Background: an optimization exercise with open tools, aiming at small area, a short achievable clock period and few clock cycles. Do not read the settings as production practice.
In this exercise RTL edits were held to simulation tests only and were not proved equivalent to the original.
Power and IR drop assume default switching activity.

`design/flow/design.v`:
```
module pxfc (
    input  wire        clk,
    input  wire        rst,
    input  wire        cmd_valid,
    input  wire [23:0] cmd_word,
    output reg         rsp_valid,
    output reg  [15:0] rsp_data,
    output reg         done_valid,
    output reg  [1:0]  done_op,
    output reg  [2:0]  done_st,
    output wire        rx_ready,
    input  wire        rx_valid,
    input  wire        rx_err,
    input  wire [7:0]  rx_data,
    input  wire [15:0] rx_code,
    output wire        tx_valid,
    output wire [7:0]  tx_data,
    output wire        tx_last,
    input  wire        tx_ack,
    input  wire        tx_fail,
    input  wire [15:0] tx_code,
    output wire        stall_req,
    input  wire        stall_ack
);
    localparam [2:0] PH_IDLE  = 3'd0;
    localparam [2:0] PH_HUNT  = 3'd1;
    localparam [2:0] PH_STALL = 3'd2;
    localparam [2:0] PH_HDR   = 3'd3;
    localparam [2:0] PH_PAY   = 3'd4;
    localparam [2:0] PH_TXF   = 3'd5;
    localparam [2:0] ST_OK      = 3'd0;
    localparam [2:0] ST_TRANS   = 3'd1;
    localparam [2:0] ST_CKSUM   = 3'd2;
    localparam [2:0] ST_TIMEOUT = 3'd3;
    localparam [1:0] OP_SYNC  = 2'd1;
    localparam [1:0] OP_PARSE = 2'd2;
    localparam [1:0] OP_SEND  = 2'd3;
    reg [2:0]  ph;
    reg        rdy_r;        
    reg        stl_r;        
    reg        txv_r;        
    reg [7:0]  wprev;
    reg        wp_af;        
    reg        wp_ae;        
    reg [2:0]  nb;
    reg [2:0]  ns;
    reg        cs;
    reg        synced;
    reg [8:0]  idx;
    reg [7:0]  rtype;
    reg [7:0]  rlen;
    reg [15:0] rck;
    reg [7:0]  cur;          
    reg [7:0]  nxt;          
    reg        nxt_p;
    reg [15:0] ra_lo;        
    reg [15:0] ra_hi;        
    reg [31:0] t1;           
    reg [3:0]  t1_g;         
    reg        t1_p;         
    reg        txl_r;        
    reg        rdy_n;
    reg        txv_n;
    reg        txl_n;
    reg        dv_n;
    reg [2:0]  dst_n;
    reg [2:0]  st;
    reg [15:0] errcode;
    reg [15:0] ckacc;
    reg [15:0] rem;          
    reg [7:0]  ttype;
    reg [7:0]  tlen;
    reg         ph_t;         
    reg  [15:0] ci_lo;        
    reg  [15:0] ci_hi;
    reg  [15:0] cw_lo;        
    reg  [15:0] cw_hi;        
    reg         stp_n;        
    reg  [15:0] wi_lo;        
    reg  [15:0] wi_hi;        
    reg         pend_n;       
    wire [31:0]  tx_q4, rx_q4;
    pxfc_buf u_txpay (.clk(clk), .p(ph_t), .wen(stp_n),
                      .wlo(cw_lo), .whi(cw_hi), .wd(q_val),
                      .rlo(ra_lo), .rhi(ra_hi), .q4(tx_q4));
    pxfc_buf u_rxpay (.clk(clk), .p(ph_t), .wen(pend_n),
                      .wlo(wi_lo), .whi(wi_hi), .wd(pend_b),
                      .rlo(ci_lo), .rhi(ci_hi), .q4(rx_q4));
    function [3:0] quarter;
        input [15:0] h;
        quarter = {|h[15:12], |h[11:8], |h[7:4], |h[3:0]};
    endfunction
    function [7:0] pick4;
        input [31:0] q;
        input [3:0]  g;
        pick4 = ({8{g[0]}} & q[7:0])   | ({8{g[1]}} & q[15:8]) |
                ({8{g[2]}} & q[23:16]) | ({8{g[3]}} & q[31:24]);
    endfunction
    function [15:0] onehot4;
        input [3:0] v;
        onehot4 = 16'd1 << v;
    endfunction
    reg        q_rd;         
    reg        q_ldp;        
    reg        q_wr6;        
    reg        q_wr7;        
    reg [3:0]  q_reg;        
    reg        r_v;          
    reg        r_ldp;        
    reg [15:0] r_val;        
    reg [31:0] r_q4;         
    reg [3:0]  r_g;          
    reg        r_p;          
    reg [7:0]  q_val;        
    reg        c1_op;        
    reg        c1_sy;        
    reg        c1_pa;        
    reg        pend_v;       
    reg [7:0]  pend_b;
    reg [15:0] ecode;
    reg [3:0]  hw;           
    reg [2:0]  ph_d;
    reg        cs_d;
    reg        synced_d;
    reg [8:0]  idx_d;
    reg [7:0]  wprev_d;
    reg [2:0]  nb_d;
    reg [2:0]  ns_d;
    wire idle = (ph == PH_IDLE);
    wire w_low0   = (cmd_word[19:0] == 20'h00000);
    wire acc_sync  = cmd_valid && idle && w_low0 && (cmd_word[23:20] == 4'h1);
    wire acc_parse = cmd_valid && idle && w_low0 && (cmd_word[23:20] == 4'h2) && synced;
    wire acc_send  = cmd_valid && idle && w_low0 && (cmd_word[23:20] == 4'h3);
    wire acc_stp   = cmd_valid && idle && (cmd_word[23:16] == 8'h70) && (cmd_word[15:8] != 8'hFF);
    assign rx_ready  = rdy_r;
    assign stall_req = stl_r;
    assign tx_valid  = txv_r;
    assign tx_data   = cur;
    assign tx_last   = txl_r;
    wire take    = !rdy_n && rx_valid;
    wire is_c1   = (rx_data == 8'hC1);
    wire match   = is_c1 && (wp_af || wp_ae);
    wire hdr_lst = cs ? (idx[1:0] == 2'd3) : (idx[1:0] == 2'd1);
    wire rlen0   = cs ? (rlen == 8'd0) : (rx_data == 8'd0);
    wire hdr_ok  = !cs || (rck[7:0] == 8'd0 && rx_data == 8'd0);
    wire pay_lst = (idx[7:0] + 8'd1 == rlen);
    wire        pay_ok   = !cs || (rem == {8'd0, rx_data});
    wire        pay_take = take && (ph == PH_PAY) && !rx_err && !rst;
    wire tx_lst_nx = (idx == {1'b0, tlen} + 9'd2);
    always @(posedge clk) begin
        done_valid <= 1'b0;
        dv_n       <= !(1'b0);
        hw         <= 4'd0;
        pend_v     <= 1'b0;
        pend_b     <= rx_data;
        ecode      <= !txv_n ? tx_code : rx_code;
        ph_d       <= ph;
        ci_lo      <= onehot4(cmd_word[11:8]);
        wi_lo      <= pay_take ? onehot4(idx[3:0]) : 16'd0;
        wi_hi      <= pay_take ? onehot4(idx[7:4]) : 16'd0;
        cw_lo      <= (acc_stp && !rst) ? onehot4(cmd_word[11:8]) : 16'd0;
        cw_hi      <= (acc_stp && !rst) ? onehot4(cmd_word[15:12]) : 16'd0;
        ci_hi      <= onehot4(cmd_word[15:12]);
        stp_n      <= !(acc_stp && !rst);
        pend_n     <= 1'b1;
        ph_t       <= !ph_t && !rst;
        cs_d       <= cs;
        synced_d   <= synced;
        idx_d      <= idx;
        wprev_d    <= c1_sy ? 8'd0 : wprev;
        nb_d       <= nb;
        ns_d       <= ns;
        if (rst) begin
            ph     <= PH_IDLE;
            rdy_r  <= 1'b0;
            rdy_n  <= !(1'b0);
            stl_r  <= 1'b0;
            txv_r  <= 1'b0;
            txv_n  <= !(1'b0);
            wprev  <= 8'd0;
            wp_af  <= 1'b0;
            wp_ae  <= 1'b0;
            nb     <= 3'd0;
            ns     <= 3'd0;
            cs     <= 1'b0;
            synced <= 1'b0;
            idx    <= 9'd0;
            rtype  <= 8'd0;
            rlen   <= 8'd0;
            rck    <= 16'd0;
        end else begin
            if (c1_pa) begin
                rtype <= 8'd0;
                rlen  <= 8'd0;
                rck   <= 16'd0;
            end
            if (c1_sy)
                wprev <= 8'd0;
            if (acc_sync) begin
                ph     <= PH_HUNT;
                rdy_r  <= 1'b1;
                rdy_n  <= !(1'b1);
                nb     <= 3'd0;
                ns     <= 3'd0;
                synced <= 1'b0;
                wp_af  <= 1'b0;
                wp_ae  <= 1'b0;
            end
            if (acc_parse) begin
                ph     <= PH_HDR;
                rdy_r  <= 1'b1;
                rdy_n  <= !(1'b1);
                synced <= 1'b0;
                idx    <= 9'd0;
            end
            if (acc_send) begin
                ph     <= PH_TXF;
                txv_r  <= 1'b1;
                txv_n  <= !(1'b1);
                idx    <= 9'd0;
                cur    <= 8'hAE;
                nxt    <= 8'hC1;
                nxt_p  <= 1'b0;
                ra_lo  <= 16'h8000;
                ra_hi  <= 16'h8000;
                txl_r  <= 1'b0;
                txl_n  <= !(1'b0);
            end
            case (ph)
                PH_HUNT: if (take) begin
                    if (rx_err) begin
                        ph         <= PH_IDLE;
                        rdy_r      <= 1'b0;
                        rdy_n      <= !(1'b0);
                        done_valid <= 1'b1;
                        dv_n       <= !(1'b1);
                        done_op    <= OP_SYNC;
                        done_st    <= ST_TRANS;
                        dst_n      <= ~(ST_TRANS);
                    end else begin
                        wprev <= rx_data;
                        wp_af <= (rx_data == 8'hAF);
                        wp_ae <= (rx_data == 8'hAE);
                        if (match) begin
                            cs         <= wp_af;
                            synced     <= 1'b1;
                            ph         <= PH_IDLE;
                            rdy_r      <= 1'b0;
                            rdy_n      <= !(1'b0);
                            done_valid <= 1'b1;
                            dv_n       <= !(1'b1);
                            done_op    <= OP_SYNC;
                            done_st    <= ST_OK;
                            dst_n      <= ~(ST_OK);
                        end else begin
                            nb <= nb + 3'd1;
                            if (nb == 3'd3) begin
                                rdy_r <= 1'b0;
                                rdy_n <= !(1'b0);
                                if (ns == 3'd4) begin
                                    ph         <= PH_IDLE;
                                    done_valid <= 1'b1;
                                    dv_n       <= !(1'b1);
                                    done_op    <= OP_SYNC;
                                    done_st    <= ST_TIMEOUT;
                                    dst_n      <= ~(ST_TIMEOUT);
                                end else begin
                                    ph    <= PH_STALL;
                                    stl_r <= 1'b1;
                                end
                            end
                        end
                    end
                end
                PH_STALL: if (stall_ack) begin
                    ns    <= ns + 3'd1;
                    nb    <= 3'd0;
                    ph    <= PH_HUNT;
                    stl_r <= 1'b0;
                    rdy_r <= 1'b1;
                    rdy_n <= !(1'b1);
                end
                PH_HDR: if (take) begin
                    if (rx_err) begin
                        ph         <= PH_IDLE;
                        rdy_r      <= 1'b0;
                        rdy_n      <= !(1'b0);
                        done_valid <= 1'b1;
                        dv_n       <= !(1'b1);
                        done_op    <= OP_PARSE;
                        done_st    <= ST_TRANS;
                        dst_n      <= ~(ST_TRANS);
                    end else begin
                        case (idx[1:0])
                            2'd0: rtype     <= rx_data;
                            2'd1: rlen      <= rx_data;
                            2'd2: rck[7:0]  <= rx_data;
                            2'd3: rck[15:8] <= rx_data;
                        endcase
                        hw[idx[1:0]] <= 1'b1;
                        if (hdr_lst) begin
                            idx     <= 9'd0;
                            rem     <= {rx_data, rck[7:0]};
                            if (rlen0) begin
                                ph         <= PH_IDLE;
                                rdy_r      <= 1'b0;
                                rdy_n      <= !(1'b0);
                                done_valid <= 1'b1;
                                dv_n       <= !(1'b1);
                                done_op    <= OP_PARSE;
                                done_st    <= hdr_ok ? ST_OK : ST_CKSUM;
                                dst_n      <= ~(hdr_ok ? ST_OK : ST_CKSUM);
                            end else begin
                                ph <= PH_PAY;
                            end
                        end else begin
                            idx <= idx + 9'd1;
                        end
                    end
                end
                PH_PAY: if (take) begin
                    if (rx_err) begin
                        ph         <= PH_IDLE;
                        rdy_r      <= 1'b0;
                        rdy_n      <= !(1'b0);
                        done_valid <= 1'b1;
                        dv_n       <= !(1'b1);
                        done_op    <= OP_PARSE;
                        done_st    <= ST_TRANS;
                        dst_n      <= ~(ST_TRANS);
                    end else begin
                        pend_v <= 1'b1;
                        pend_n <= 1'b0;
                        rem    <= rem - {8'd0, rx_data};
                        idx    <= idx + 9'd1;
                        if (pay_lst) begin
                            ph         <= PH_IDLE;
                            rdy_r      <= 1'b0;
                            rdy_n      <= !(1'b0);
                            done_valid <= 1'b1;
                            dv_n       <= !(1'b1);
                            done_op    <= OP_PARSE;
                            done_st    <= pay_ok ? ST_OK : ST_CKSUM;
                            dst_n      <= ~(pay_ok ? ST_OK : ST_CKSUM);
                        end
                    end
                end
                PH_TXF: begin
                    if (tx_fail) begin
                        ph         <= PH_IDLE;
                        txv_r      <= 1'b0;
                        txv_n      <= !(1'b0);
                        done_valid <= 1'b1;
                        dv_n       <= !(1'b1);
                        done_op    <= OP_SEND;
                        done_st    <= ST_TRANS;
                        dst_n      <= ~(ST_TRANS);
                    end else if (tx_ack) begin
                        idx   <= idx + 9'd1;
                        cur   <= nxt ^ {8{nxt_p}};
                        nxt   <= (idx == 9'd0) ? ttype :
                                 (idx == 9'd1) ? tlen  : pick4(t1, t1_g);
                        nxt_p <= (idx[8:1] == 8'd0) ? 1'b0 : t1_p;
                        t1    <= tx_q4;
                        t1_g  <= quarter(ra_hi);
                        t1_p  <= ph_t;
                        ra_lo <= {ra_lo[14:0], ra_lo[15]};
                        if (ra_lo[15])
                            ra_hi <= {ra_hi[14:0], ra_hi[15]};
                        txl_r <= tx_lst_nx;
                        txl_n <= !(tx_lst_nx);
                        if (!txl_n) begin
                            ph         <= PH_IDLE;
                            txv_r      <= 1'b0;
                            txv_n      <= !(1'b0);
                            done_valid <= 1'b1;
                            dv_n       <= !(1'b1);
                            done_op    <= OP_SEND;
                            done_st    <= ST_OK;
                            dst_n      <= ~(ST_OK);
                        end
                    end
                end
                default: ;
            endcase
        end
    end
    wire op_rd  = (cmd_word[23:20] == 4'h4) && (cmd_word[15:0] == 16'h0000) && (cmd_word[19:16] <= 4'd10);
    wire op_wr6 = (cmd_word[23:8] == 16'h5600);
    wire op_wr7 = (cmd_word[23:8] == 16'h5700);
    wire op_ldp = (cmd_word[23:16] == 8'h60) && (cmd_word[7:0] == 8'h00) && (cmd_word[15:8] != 8'hFF);
    reg [15:0] rd_val;
    always @(*) begin
        case (q_reg)
            4'd0:    rd_val = {10'd0, (ph_d != PH_IDLE), synced_d, cs_d, st};
            4'd1:    rd_val = errcode;
            4'd2:    rd_val = {8'd0, hw[0] ? 8'd0 : rtype};
            4'd3:    rd_val = {8'd0, hw[1] ? 8'd0 : rlen};
            4'd4:    rd_val = {hw[3] ? 8'd0 : rck[15:8], hw[2] ? 8'd0 : rck[7:0]};
            4'd5:    rd_val = ckacc;
            4'd6:    rd_val = {8'd0, ttype};
            4'd7:    rd_val = {8'd0, tlen};
            4'd8:    rd_val = {8'd0, wprev_d};
            4'd9:    rd_val = {3'd0, idx_d, 1'b0, ph_d};
            4'd10:   rd_val = {9'd0, ns_d, 1'b0, nb_d};
            default: rd_val = 16'd0;
        endcase
    end
    always @(posedge clk) begin
        q_reg <= cmd_word[19:16];
        q_val <= cmd_word[7:0];
        if (rst) begin
            q_rd      <= 1'b0;
            q_ldp     <= 1'b0;
            q_wr6     <= 1'b0;
            q_wr7     <= 1'b0;
            c1_op     <= 1'b0;
            c1_sy     <= 1'b0;
            c1_pa     <= 1'b0;
            st        <= ST_OK;
            errcode   <= 16'd0;
            ckacc     <= 16'd0;
            ttype     <= 8'd0;
            tlen      <= 8'd0;
            rsp_valid <= 1'b0;
            r_v       <= 1'b0;
        end else begin
            q_rd    <= cmd_valid && op_rd;
            q_ldp   <= cmd_valid && idle && op_ldp;
            q_wr6   <= cmd_valid && idle && op_wr6;
            q_wr7   <= cmd_valid && idle && op_wr7;
            c1_op   <= acc_sync || acc_parse || acc_send;
            c1_sy   <= acc_sync;
            c1_pa   <= acc_parse;
            r_v   <= q_rd || q_ldp;
            r_ldp <= q_ldp;
            r_val <= rd_val;
            r_q4  <= rx_q4;
            r_g   <= quarter(ci_hi);
            r_p   <= ph_t;
            rsp_valid <= r_v;
            rsp_data  <= r_ldp ? {8'd0, pick4(r_q4, r_g) ^ {8{r_p}}} : r_val;
            if (q_wr6) ttype <= q_val;
            if (q_wr7) tlen  <= q_val;
            if (c1_op) begin
                st      <= ST_OK;
                errcode <= 16'd0;
            end
            if (c1_pa)
                ckacc <= 16'd0;
            if (!dv_n) begin
                st <= ~dst_n;
                if (~dst_n == ST_TRANS)
                    errcode <= ecode;
            end
            if (pend_v) begin
                ckacc <= ckacc + {8'd0, pend_b};
            end
        end
    end
endmodule
module pxfc_buf (
    input  wire        clk,
    input  wire        p,
    input  wire        wen,
    input  wire [15:0] wlo,
    input  wire [15:0] whi,
    input  wire [7:0]  wd,
    input  wire [15:0] rlo,
    input  wire [15:0] rhi,
    output wire [31:0] q4        
);
    reg  [2039:0] s;
    wire [7:0]    c = wd ^ {8{p}};
    reg  [7:0]  grp [0:15];
    reg  [31:0] acc;
    integer j, k;
    always @(*) begin
        for (k = 0; k < 16; k = k + 1) begin
            grp[k] = 8'd0;
            for (j = 0; j < 16; j = j + 1)
                if (16 * k + j < 255)
                    grp[k] = grp[k] | ({8{rlo[j]}} & s[8 * (16 * k + j) +: 8]);
        end
        acc = 32'd0;
        for (k = 0; k < 16; k = k + 1)
            acc[8 * (k / 4) +: 8] = acc[8 * (k / 4) +: 8] | ({8{rhi[k]}} & grp[k]);
    end
    assign q4 = acc;
    genvar i;
    generate for (i = 0; i < 255; i = i + 1) begin : g_row
        wire wr  = wlo[i % 16] & whi[i / 16];
        wire wrn = wen | ~(wlo[i % 16] & whi[i / 16]);
        always @(posedge clk)
            s[8 * i +: 8] <= ~(({8{wr}} & c) | ({8{wrn}} & s[8 * i +: 8]));
    end endgenerate
endmodule
```
`design/flow/run.sh`:
```
#!/bin/bash
# synth_recipe.tcl (not shown) runs the flow's synth.tcl, then flattens the netlist and writes it again
# the make line also repeats each setting of config.mk as NAME=value (left out here)
make -C /OpenROAD-flow-scripts/flow DESIGN_CONFIG=/design/flow/config.mk WORK_HOME=/design/flow/orfs CLKGATE_MAP_FILE= SYNTH_SCRIPT=/design/flow/synth_recipe.tcl finish
```
`design/flow/config.mk`:
```
export PLATFORM = sky130hd
export DESIGN_NAME = pxfc
export DESIGN_NICKNAME = pxfc
export VERILOG_FILES = /design/flow/design.v
export SDC_FILE = /design/flow/constraint.sdc
export NUM_CORES = 4
export LEC_CHECK = 0
export CAP_MARGIN = 20
export CORE_MARGIN = 2
export CORE_UTILIZATION = 40
export SETUP_SLACK_MARGIN = 3.6
export SLEW_MARGIN = 20
```
`design/flow/constraint.sdc`:
```
create_clock -name core_clock -period 6.5 [get_ports {clk}]
set_input_delay 1.3000 -clock core_clock [delete_from_list [all_inputs] [get_ports {clk}]]
set_output_delay 1.3000 -clock core_clock [all_outputs]
set_load 0.01 [all_outputs]
```
==> notes.md, run 1 <==
status timing/DRC/antenna clean; max_cap viols 0; GP Congestion around 0.9; vias in the first global route about 130k; Yosys cell types 82; I/O Buffers around 110; final setup TNS 0 ps; Syn Inst Count 15800; P per Cell Area between 300 and 400 nW/um^2; Initial Util between 40% and 50%; Synth warnings 3; crit path to t1[14]$_DFFE_PP_; Clock Skew between 50 and 60 ps; post-DP HPWL between 300 and 400 mm; Cell Rows roughly 240; Hold Vio Cnt, Final 0; post-layout instance area 184000 sq um; Worst R2R End t1[14]$_DFFE_PP_; slowest CP cell a221oi_1; crit-path cells buf_4 > buf_12 > a221oi_1 > nand4_1 > a22oi_1 > nand3_1; sequential area share after synthesis 55.7%; P_leak roughly 0.089 uW; fillers approximately 39000; Final ANT Viol Nets 0; number of flops mapped to enable cells by yosys 180; CP max FO between 80 and 90; Max VDD drop approximately 0.00022 V; grt total ovfl 0; RSZ-0062 raised after global routing yes; reg2reg setup slack between 3000 and 4000 ps; initial drt markers approximately 21000; GRT Overall Usage 27.0%; die width around 650 um; worst slew pin tran ~1300 ps; Avg Cell Area, Syn ~11 sq um; top_reg_cell synth dfxtp_1; Critical Path End Type flip-flop; fmax between 300 and 400 MHz; buffer type at the clock tree root clkbuf_16; Worst-path clk slew ~60 ps; drt drc 0; Core Region 416000 sq um; CP Buf/Inv Count 2; via count approximately 140k; largest net degree at the start of global routing 150; flops & latches, synth approximately 4600; nets 14500; Setup violations, final 0; fraction of layout cells with a size suffix above 1 around 7.6%; initial antenna violation count 42; critical path class flip-flop to flip-flop; Synth Cell Area ~170000 sq um; Synth Net Count ~16000; Worst path max stage delay between 600 and 700 ps; DP Area 169000 sq um; Reg2Reg Depth 6; hold_buf cts 0; num ports approximately 110; Slew headroom 13.4%; Avg Vias per Cell between 6 and 7; H-tree Lvls 5; total die area roughly 420000 sq um; Die Y between 600 and 700 um; first-pass GRT wire length approximately 900 mm; largest registers u_rxpay.s x2040, u_txpay.s x2040; Slew Limit Fails 0; area added between synthesis and finish 10.4%; critical path startpoint ra_lo[10]$_DFFE_PN_; detailed-route wire length between 600 and 700 mm; final worst path period need between 2000 and 3000 ps; Async S/R FF share, synth 0%; WP data required approximately 7200 ps; first drt pass iteration count 7; CTS Sinks about 4600; Crit path max-delay family compound AO/OA/AOI/OAI gates; CP arrival 3680 ps; Tightest Hold Check Type flip-flop to flip-flop; worst skew pair latency 1000 ps; TritonCTS Buffers about 440; crit share post-route between 40% and 50%; CTS tree done; drt wl/cell 29.7 um; Fin Hold WS approximately 400 ps; critical path depth 6; RR Startpoint ra_lo[10]$_DFFE_PN_; clk buf depth 4; Worst setup SP type flip-flop
-- worst register-to-register path: stages (launching register included) --
cell      delay (ps)
edfxtp_1         380
buf_4            350
buf_12           360
a221oi_1         720
nand4_1          310
a22oi_1          420
nand3_1          170
-- cell families after synthesis --
kind of cell	after synthesis	share of synthesized area, %
mux	67	0.431
fa+ha+maj	30	0.234
simple gates	2183	7.50
xor+xnor	67	0.352
compound gates	6648	30.6
buf+inv	2227	5.21
flops	4556	55.7
other cells	1	0.00225
-- worst min-delay path by stage --
stage                       from          endpoint  slack [ps]  cells after the start
2_1_floorplan  idx[3]$_SDFF_PP0_  idx_d[3]$_DFF_P_         330                      0
3_3_place_gp    ns[1]$_SDFF_PP0_   ns_d[1]$_DFF_P_         380                      0
3_5_place_dp    ns[1]$_SDFF_PP0_   ns_d[1]$_DFF_P_         380                      0
4_1_cts         ns[1]$_SDFF_PP0_   ns_d[1]$_DFF_P_         400                      0
5_1_grt        idx[1]$_SDFF_PP0_  idx_d[1]$_DFF_P_         410                      0
6_report        ns[1]$_SDFF_PP0_   ns_d[1]$_DFF_P_         400                      0
-- routing by layer --
| layer | up-vias | global-route usage [%] | share of wire (%) |
|---|---|---|---|
| li1 | 58600 | - | - |
| met1 | 68700 | 38.3 | 42 |
| met2 | 7852 | 41.3 | 45 |
| met3 | 1178 | 3.97 | 9.2 |
| met4 | 6 | 10.2 | 3.8 |
| met5 | - | 0 | 0.0071 |
-- cell usage in the layout (no fill, tap or decap), drive strengths merged, types with 11 or more instances in the layout --
master | synthesis | routed
inv | 43 | 55
and3 | 20 | 20
a222oi | 23 | 23
nand2b | 535 | 535
clkinv | 0 | 108
nand4 | 207 | 207
a21oi | 117 | 117
nor2b | 27 | 27
a32oi | 13 | 13
edfxtp | 180 | 180
nor4 | 29 | 29
xnor2 | 43 | 43
dfxtp | 4376 | 4376
clkdlybuf4s50 | 0 | 58
buf | 813 | 242
o21ai | 187 | 187
nor3b | 56 | 56
nand3 | 303 | 303
xor2 | 24 | 24
or4 | 11 | 11
diode | 0 | 110
nand3b | 12 | 12
mux2 | 29 | 29
a221oi | 685 | 685
nand2 | 153 | 153
and2 | 524 | 525
nor3 | 66 | 66
a22o | 697 | 697
a31oi | 13 | 13
a22oi | 4841 | 4841
or3 | 15 | 15
mux2i | 37 | 37
ha | 28 | 28
clkbuf | 1371 | 638
nor2 | 200 | 200
bufinv | 0 | 37
-- timing repair --
item,4_1_cts,5_1_grt
gates resized for setup,196,28
cloned,0,1
buffers inserted,14,3
endpoints found under the hold margin,0,0
endpoints found under the setup margin,532,94
pin swaps,2,2
-- power breakdown --
part	internal, uW	switching, uW	total [uW]
clock	15100	11300	26400
sequential	28200	136	28300
combinational	775	2510	3290
total	44100	13900	58000
-- synthesized netlist by cell type (43+ instances only) --
library cell / n / area share (%)
nand3_1: 303 / 0.91
a221oi_1: 685 / 3.6
and2_1: 523 / 2.0
clkbuf_1: 1370 / 3.1
edfxtp_1: 180 / 3.2
nor3b_1: 55 / 0.25
a22oi_1: 4841 / 22
xnor2_1: 43 / 0.23
nand2_1: 153 / 0.34
a22o_1: 697 / 3.7
nor2_1: 198 / 0.45
nor3_1: 65 / 0.19
nand4_1: 207 / 0.78
buf_1: 562 / 1.3
o21ai_0: 187 / 0.56
buf_2: 246 / 0.74
nand2b_1: 535 / 2.0
a21oi_1: 116 / 0.35
dfxtp_1: 4376 / 52
-- metrics by stage --
stage	power, uW	setup WS [ps]	utilization [%]	instances
detailed placement	32100	1960	40.6	19400
global placement	32100	1970	40.6	19400
global route	59300	3550	44.3	20200
CTS	58100	3510	44.2	20200
finish	58000	3500	44.3	20300
floorplan	30700	2590	-	15800
-- cell type report --
type	instances	area (sq um)	share of cell area, %
tap	5497	6880	3.73
inverter	43	178	0.0964
clock inverter	167	1890	1.03
antenna	110	275	0.149
clock buffer	637	12800	6.95
timing repair buffer	314	3250	1.76
sequential	4556	93100	50.5
multi-input combinational	8997	65900	35.7
Testbench counts, summed over its fixed seeds: cycles 55,547.
==> run 2, diff against run 1 <==
--- a/design/flow/design.v
+++ b/design/flow/design.v
@@ -38,5 +38,7 @@
     reg [2:0]  ph;
-    reg        rdy_r;        
-    reg        stl_r;        
-    reg        txv_r;        
+    reg        rdy_o;        
+    reg        stl_o;        
+    reg        txv_o;        
+    reg        txl_o;        
+    reg [7:0]  cur_o;        
     reg [7:0]  wprev;
@@ -60,6 +62,5 @@
     reg        t1_p;         
-    reg        txl_r;        
-    reg        rdy_n;
-    reg        txv_n;
-    reg        txl_n;
+    reg        rdy_n;        
+    reg        txv_n;        
+    reg        txl_n;        
     reg        dv_n;
@@ -70,2 +71,3 @@
     reg [15:0] rem;          
+    reg        pl_r;         
     reg [7:0]  ttype;
@@ -134,7 +136,7 @@
     wire acc_stp   = cmd_valid && idle && (cmd_word[23:16] == 8'h70) && (cmd_word[15:8] != 8'hFF);
-    assign rx_ready  = rdy_r;
-    assign stall_req = stl_r;
-    assign tx_valid  = txv_r;
-    assign tx_data   = cur;
-    assign tx_last   = txl_r;
+    assign rx_ready  = rdy_o;
+    assign stall_req = stl_o;
+    assign tx_valid  = txv_o;
+    assign tx_data   = cur_o;
+    assign tx_last   = txl_o;
     wire take    = !rdy_n && rx_valid;
@@ -145,3 +147,3 @@
     wire hdr_ok  = !cs || (rck[7:0] == 8'd0 && rx_data == 8'd0);
-    wire pay_lst = (idx[7:0] + 8'd1 == rlen);
+    wire pay_lst = pl_r;
     wire        pay_ok   = !cs || (rem == {8'd0, rx_data});
@@ -149,2 +151,39 @@
     wire tx_lst_nx = (idx == {1'b0, tlen} + 9'd2);
+    wire rx_end   = take && (rx_err || (ph == PH_HUNT && (match || nb == 3'd3)) ||
+                             (ph == PH_HDR && hdr_lst && rlen0) || (ph == PH_PAY && pay_lst));
+    wire go_stall = take && (ph == PH_HUNT) && !rx_err && !match && (nb == 3'd3) && (ns != 3'd4);
+    wire in_stall = (ph == PH_STALL);
+    wire tx_adv   = !txv_n && tx_ack && !tx_fail;
+    wire tx_end   = !txv_n && (tx_fail || (tx_ack && !txl_n));
+    reg [1:0] dop_nx;    
+    reg [2:0] dst_nx;
+    always @(*) begin
+        case (ph)
+            PH_HUNT: begin
+                dop_nx = OP_SYNC;
+                dst_nx = rx_err ? ST_TRANS : match ? ST_OK : ST_TIMEOUT;
+            end
+            PH_HDR: begin
+                dop_nx = OP_PARSE;
+                dst_nx = rx_err ? ST_TRANS : hdr_ok ? ST_OK : ST_CKSUM;
+            end
+            PH_PAY: begin
+                dop_nx = OP_PARSE;
+                dst_nx = rx_err ? ST_TRANS : pay_ok ? ST_OK : ST_CKSUM;
+            end
+            default: begin
+                dop_nx = OP_SEND;
+                dst_nx = tx_fail ? ST_TRANS : ST_OK;
+            end
+        endcase
+    end
+    always @(posedge clk) begin
+        rdy_o   <= !rst && (acc_sync || acc_parse || (in_stall && stall_ack) || (!rdy_n && !rx_end));
+        stl_o   <= !rst && (go_stall || (in_stall && !stall_ack));
+        txv_o   <= !rst && (acc_send || (!txv_n && !tx_end));
+        txl_o   <= txv_n ? 1'b0  : tx_adv ? tx_lst_nx : !txl_n;
+        cur_o   <= txv_n ? 8'hAE : tx_adv ? (nxt ^ {8{nxt_p}}) : cur;
+        done_op <= dop_nx;
+        done_st <= dst_nx;
+    end
     always @(posedge clk) begin
@@ -174,6 +213,3 @@
             ph     <= PH_IDLE;
-            rdy_r  <= 1'b0;
             rdy_n  <= !(1'b0);
-            stl_r  <= 1'b0;
-            txv_r  <= 1'b0;
             txv_n  <= !(1'b0);
@@ -200,3 +236,2 @@
                 ph     <= PH_HUNT;
-                rdy_r  <= 1'b1;
                 rdy_n  <= !(1'b1);
@@ -205,4 +240,2 @@
                 synced <= 1'b0;
-                wp_af  <= 1'b0;
-                wp_ae  <= 1'b0;
             end
@@ -210,3 +243,2 @@
                 ph     <= PH_HDR;
-                rdy_r  <= 1'b1;
                 rdy_n  <= !(1'b1);
@@ -217,5 +249,6 @@
                 ph     <= PH_TXF;
-                txv_r  <= 1'b1;
                 txv_n  <= !(1'b1);
                 idx    <= 9'd0;
+            end
+            if (txv_n) begin
                 cur    <= 8'hAE;
@@ -225,4 +258,7 @@
                 ra_hi  <= 16'h8000;
-                txl_r  <= 1'b0;
-                txl_n  <= !(1'b0);
+                txl_n  <= 1'b1;
+            end
+            if (idle) begin
+                wp_af  <= 1'b0;
+                wp_ae  <= 1'b0;
             end
@@ -232,3 +268,2 @@
                         ph         <= PH_IDLE;
-                        rdy_r      <= 1'b0;
                         rdy_n      <= !(1'b0);
@@ -236,4 +271,2 @@
                         dv_n       <= !(1'b1);
-                        done_op    <= OP_SYNC;
-                        done_st    <= ST_TRANS;
                         dst_n      <= ~(ST_TRANS);
@@ -247,3 +280,2 @@
                             ph         <= PH_IDLE;
-                            rdy_r      <= 1'b0;
                             rdy_n      <= !(1'b0);
@@ -251,4 +283,2 @@
                             dv_n       <= !(1'b1);
-                            done_op    <= OP_SYNC;
-                            done_st    <= ST_OK;
                             dst_n      <= ~(ST_OK);
@@ -257,3 +287,2 @@
                             if (nb == 3'd3) begin
-                                rdy_r <= 1'b0;
                                 rdy_n <= !(1'b0);
@@ -263,4 +292,2 @@
                                     dv_n       <= !(1'b1);
-                                    done_op    <= OP_SYNC;
-                                    done_st    <= ST_TIMEOUT;
                                     dst_n      <= ~(ST_TIMEOUT);
@@ -268,3 +295,2 @@
                                     ph    <= PH_STALL;
-                                    stl_r <= 1'b1;
                                 end
@@ -278,4 +304,2 @@
                     ph    <= PH_HUNT;
-                    stl_r <= 1'b0;
-                    rdy_r <= 1'b1;
                     rdy_n <= !(1'b1);
@@ -285,3 +309,2 @@
                         ph         <= PH_IDLE;
-                        rdy_r      <= 1'b0;
                         rdy_n      <= !(1'b0);
@@ -289,4 +312,2 @@
                         dv_n       <= !(1'b1);
-                        done_op    <= OP_PARSE;
-                        done_st    <= ST_TRANS;
                         dst_n      <= ~(ST_TRANS);
@@ -303,5 +324,5 @@
                             rem     <= {rx_data, rck[7:0]};
+                            pl_r    <= cs ? (rlen == 8'd1) : (rx_data == 8'd1);
                             if (rlen0) begin
                                 ph         <= PH_IDLE;
-                                rdy_r      <= 1'b0;
                                 rdy_n      <= !(1'b0);
@@ -309,4 +330,2 @@
                                 dv_n       <= !(1'b1);
-                                done_op    <= OP_PARSE;
-                                done_st    <= hdr_ok ? ST_OK : ST_CKSUM;
                                 dst_n      <= ~(hdr_ok ? ST_OK : ST_CKSUM);
@@ -323,3 +342,2 @@
                         ph         <= PH_IDLE;
-                        rdy_r      <= 1'b0;
                         rdy_n      <= !(1'b0);
@@ -327,4 +345,2 @@
                         dv_n       <= !(1'b1);
-                        done_op    <= OP_PARSE;
-                        done_st    <= ST_TRANS;
                         dst_n      <= ~(ST_TRANS);
@@ -334,2 +350,3 @@
                         rem    <= rem - {8'd0, rx_data};
+                        pl_r   <= (idx[7:0] + 8'd2 == rlen);
                         idx    <= idx + 9'd1;
@@ -337,3 +354,2 @@
                             ph         <= PH_IDLE;
-                            rdy_r      <= 1'b0;
                             rdy_n      <= !(1'b0);
@@ -341,4 +357,2 @@
                             dv_n       <= !(1'b1);
-                            done_op    <= OP_PARSE;
-                            done_st    <= pay_ok ? ST_OK : ST_CKSUM;
                             dst_n      <= ~(pay_ok ? ST_OK : ST_CKSUM);
@@ -350,3 +364,2 @@
                         ph         <= PH_IDLE;
-                        txv_r      <= 1'b0;
                         txv_n      <= !(1'b0);
@@ -354,4 +367,2 @@
                         dv_n       <= !(1'b1);
-                        done_op    <= OP_SEND;
-                        done_st    <= ST_TRANS;
                         dst_n      <= ~(ST_TRANS);
@@ -369,3 +380,2 @@
                             ra_hi <= {ra_hi[14:0], ra_hi[15]};
-                        txl_r <= tx_lst_nx;
                         txl_n <= !(tx_lst_nx);
@@ -373,3 +383,2 @@
                             ph         <= PH_IDLE;
-                            txv_r      <= 1'b0;
                             txv_n      <= !(1'b0);
@@ -377,4 +386,2 @@
                             dv_n       <= !(1'b1);
-                            done_op    <= OP_SEND;
-                            done_st    <= ST_OK;
                             dst_n      <= ~(ST_OK);
@@ -410,2 +417,3 @@
         q_reg <= cmd_word[19:16];
+        rsp_data <= r_ldp ? {8'd0, pick4(r_q4, r_g) ^ {8{r_p}}} : r_val;
         q_val <= cmd_word[7:0];
@@ -441,3 +449,2 @@
             rsp_valid <= r_v;
-            rsp_data  <= r_ldp ? {8'd0, pick4(r_q4, r_g) ^ {8{r_p}}} : r_val;
             if (q_wr6) ttype <= q_val;
--- a/design/flow/config.mk
+++ b/design/flow/config.mk
@@ -10,3 +10,6 @@
 export CORE_UTILIZATION = 40
-export SETUP_SLACK_MARGIN = 3.6
+export CTS_CLUSTER_DIAMETER = 80
+export CTS_CLUSTER_SIZE = 25
+export PLACE_DENSITY = 0.7
+export SETUP_SLACK_MARGIN = 3.8
 export SLEW_MARGIN = 20
==> run 2 against run 1 <==
Critical path type unchanged. Sequential share of layout area rose by 2.1 points. Global-route usage fell by 1.2 points. Clock skew rose by 34 ps. Count of clock-buffer cells in the layout fell by 380. Largest cell class unchanged. Synthesized cell count rose by 0.57%. Core utilization fell by 1.7 points. Flip-flop and latch count rose by 9. Still clean. Worst setup slack improved by 110 ps.
==> notes.md, run 2 <==
Worst-path clk slew around 100 ps; GP Congestion between 0.9 and 1; worst slew pin tran ~1300 ps; P_leak approximately 0.086 uW; worst skew pair latency about 950 ps; Syn Inst Count between 15000 and 20000; drt wl/cell slightly below 30 um; fmax between 300 and 400 MHz; clk buf depth 4; Reg2Reg Depth 6; Synth top area share ~53%; fillers approximately 39000; max_cap viols 0; Cell Rows around 240; Hold Vio Cnt, Final 0; Final ANT Viol Nets 0; Synth Cell Area between 150000 and 200000 sq um; crit path to t1[13]$_DFFE_PP_; Slew headroom ~15%; critical path class flip-flop to flip-flop; Clock Skew just under 90 ps; grt total ovfl 0; critical path startpoint ra_lo[10]$_DFFE_PN_; largest registers u_rxpay.s x2040, u_txpay.s x2040; Avg Cell Area, Syn approximately 11 sq um; Fin Hold WS between 300 and 400 ps; GRT Overall Usage between 20% and 30%; Die Y about 650 um; CP arrival between 3000 and 4000 ps; via count ~140k; CP max FO a little over 80; CTS Sinks roughly 4600; sequential area share after synthesis roughly 56%; Setup violations, final 0; final setup TNS 0 ps; P per Cell Area ~260 nW/um^2; post-synth top area cell dfxtp_1; nets 14300; Avg Vias per Cell around 7; Async S/R FF share, synth 0%; hold_buf cts 0; final worst path period need between 2000 and 3000 ps; CTS tree done; Initial Util roughly two fifths; commonest cells after routing, fill and taps aside a22oi_1 (4888), dfxtp_1 (4317), a22o_1 (637); RR Startpoint ra_lo[10]$_DFFE_PN_; flops & latches, synth about 4600; multi-input combinational cell area between 60000 and 70000 sq um; FF/Latch Area ~93000 sq um; drt drc 0; crit-path cells buf_12 > a22o_1 > a221oi_1 > nand4_1 > a22oi_2 > nand3_2; Worst setup SP type flip-flop; first-pass GRT wire length around 850 mm; Synth Net Count 16000; Tightest Hold Check Type flip-flop to flip-flop; initial antenna violation count 46; Worst R2R End t1[13]$_DFFE_PP_; Most Used Layer, Global Route met2; buffer type at the clock tree root clkbuf_16; Area contributors post-synth dfxtp_1 (53%), a22oi_1 (22%), clkbuf_1 (3.5%); fraction of layout cells with a size suffix above 1 under 10%; num ports 107; Max VDD drop 0.000258 V; Critical Path End Type flip-flop; Worst path max stage delay between 400 and 500 ps; area added between synthesis and finish 6.06%; TritonCTS Buffers roughly 210; Crit path max-delay family compound AO/OA/AOI/OAI gates; first drt pass iteration count 7; crit share post-route 44.4%; detailed-route wire length 581 mm; commonest non-fill, non-tap cell in the layout a22oi_1; WP data required roughly 7000 ps; grt met3 use between 4 and 5%; critical path depth 6; met2 Resource Use GR between 30% and 40%; largest net degree at the start of global routing 166; top cells by count, synth a22oi_1 (4927), dfxtp_1 (4405), clkbuf_1 (1574); CP Buf/Inv Count 1; H-tree Lvls 4; initial drt markers about 24000; met1 usage 35.2%; slowest CP cell edfxtp_1; I/O Buffers 105; number of flops mapped to enable cells by yosys 160; RSZ-0062 raised after global routing yes; Slew Limit Fails 0; Core Region between 400000 and 500000 sq um; post-DP HPWL around 340 mm; reg2reg setup slack around 3600 ps; Synth warnings 3; die width 650 um; Yosys cell types 74; cell with the most instances after synthesis a22oi_1; Core Util, Final ~43%; status timing/DRC/antenna clean; total die area about 420000 sq um; vias in the first global route 126000; top_reg_cell synth dfxtp_1
[run 2: kinds of logic after synthesis]
logic type / count (synthesis) / synth area share (%)
AND/OR/NAND/NOR: 2234 / 7.69
adder cells (fa/ha/maj): 32 / 0.249
flip-flops: 4565 / 55.7
AO/OA/AOI/OAI: 6677 / 30.6
XOR/XNOR: 61 / 0.320
buffers and inverters: 2234 / 5.07
multiplexers: 65 / 0.410
other: 1 / 0.00225
[run 2: per-stage QoR]
stage	worst slack, ps	cells	cell area, sq um	power [uW]
floorplan	2910	15900	167000	30500
global placement	1840	19400	169000	31800
detailed placement	1840	19400	169000	31800
CTS	3730	19800	176000	46400
global route	3730	19800	177000	47600
finish	3620	19900	177000	46600
[run 2: worst register-to-register path, cell delays in order (launching register included)]
cell,delay [ps]
edfxtp_1,450
buf_12,230
a22o_1,530
a221oi_1,400
nand4_1,280
a22oi_2,440
nand3_2,250
[run 2: routing by layer]
layer | vias to the layer above | part of all wire, %
li1 | 58100 | -
met1 | 68100 | 40
met2 | 9812 | 44
met3 | 1526 | 11
met4 | 4 | 5.1
met5 | - | 0.0040
[run 2: worst min path at each step]
stage                            startpoint                to  slack, ps  cells after the start
after floorplan           idx[5]$_SDFF_PP0_  idx_d[5]$_DFF_P_        330                      0
after global placement     nb[2]$_SDFF_PP0_   nb_d[2]$_DFF_P_        360                      0
after detailed placement   nb[2]$_SDFF_PP0_   nb_d[2]$_DFF_P_        360                      0
after CTS                  nb[2]$_SDFF_PP0_   nb_d[2]$_DFF_P_        380                      0
after global routing       nb[2]$_SDFF_PP0_   nb_d[2]$_DFF_P_        390                      0
final                      nb[2]$_SDFF_PP0_   nb_d[2]$_DFF_P_        380                      0
[run 2: report_power, final]
group / internal (uW) / switching (uW) / total [uW]
Combinational: 756 / 2350 / 3110
Sequential: 28100 / 118 / 28300
Clock: 6150 / 9040 / 15200
[run 2: area by class of cell]
| cell class | instances | area share (%) |
|---|---|---|
| Sequential cell | 4565 | 52.6 |
| Multi-Input combinational cell | 9072 | 37.8 |
| Tap cell | 5497 | 3.88 |
| Clock buffer | 257 | 3.16 |
| Timing Repair Buffer | 329 | 2.17 |
| Antenna cell | 160 | 0.226 |
| Inverter | 39 | 0.0897 |
| Clock inverter | 10 | 0.0876 |
[run 2: what timing repair did]
| action | in CTS | in global routing |
|---|---|---|
| setup buffers | 38 | 7 |
| pin swaps | 33 | 32 |
| setup endpoints to repair | 1918 | 237 |
| resized for setup | 367 | 122 |
| gates cloned | 6 | 2 |
| endpoints found under the hold margin | 0 | 0 |
Testbench counts of run 2, summed over its fixed seeds: cycles 55,547.

==> afterwards: timing with drivers on the ports <==
No port has a modelled driver above. Below, the same layouts with a new extraction and two added sets of constraints. Step 1 assumes that a clkbuf_16 drives the clock port and a buf_2 every other input. Step 2, shift: input delay + t, output delay - t, t = (earliest + latest rising clock arrival at the registers) / 2. This alone moves slack from input paths to output paths. a / b / c = ideal ports / drivers / drivers and shift; a / b = the first two.
run | shift t [ns] | setup slack, ns | hold slack, ns
run 1 | 1.089 | 3.505 / 3.457 / 2.647 | 0.399 / 0.399 / 0.399
run 2 | 1.034 | 3.617 / 3.617 / 2.810 | 0.377 / 0.377 / 0.377
After both steps every run listed still meets setup and hold. The setup slack of run 1, which loses most, moves by -0.048 ns with the drivers and by -0.858 ns with both steps.
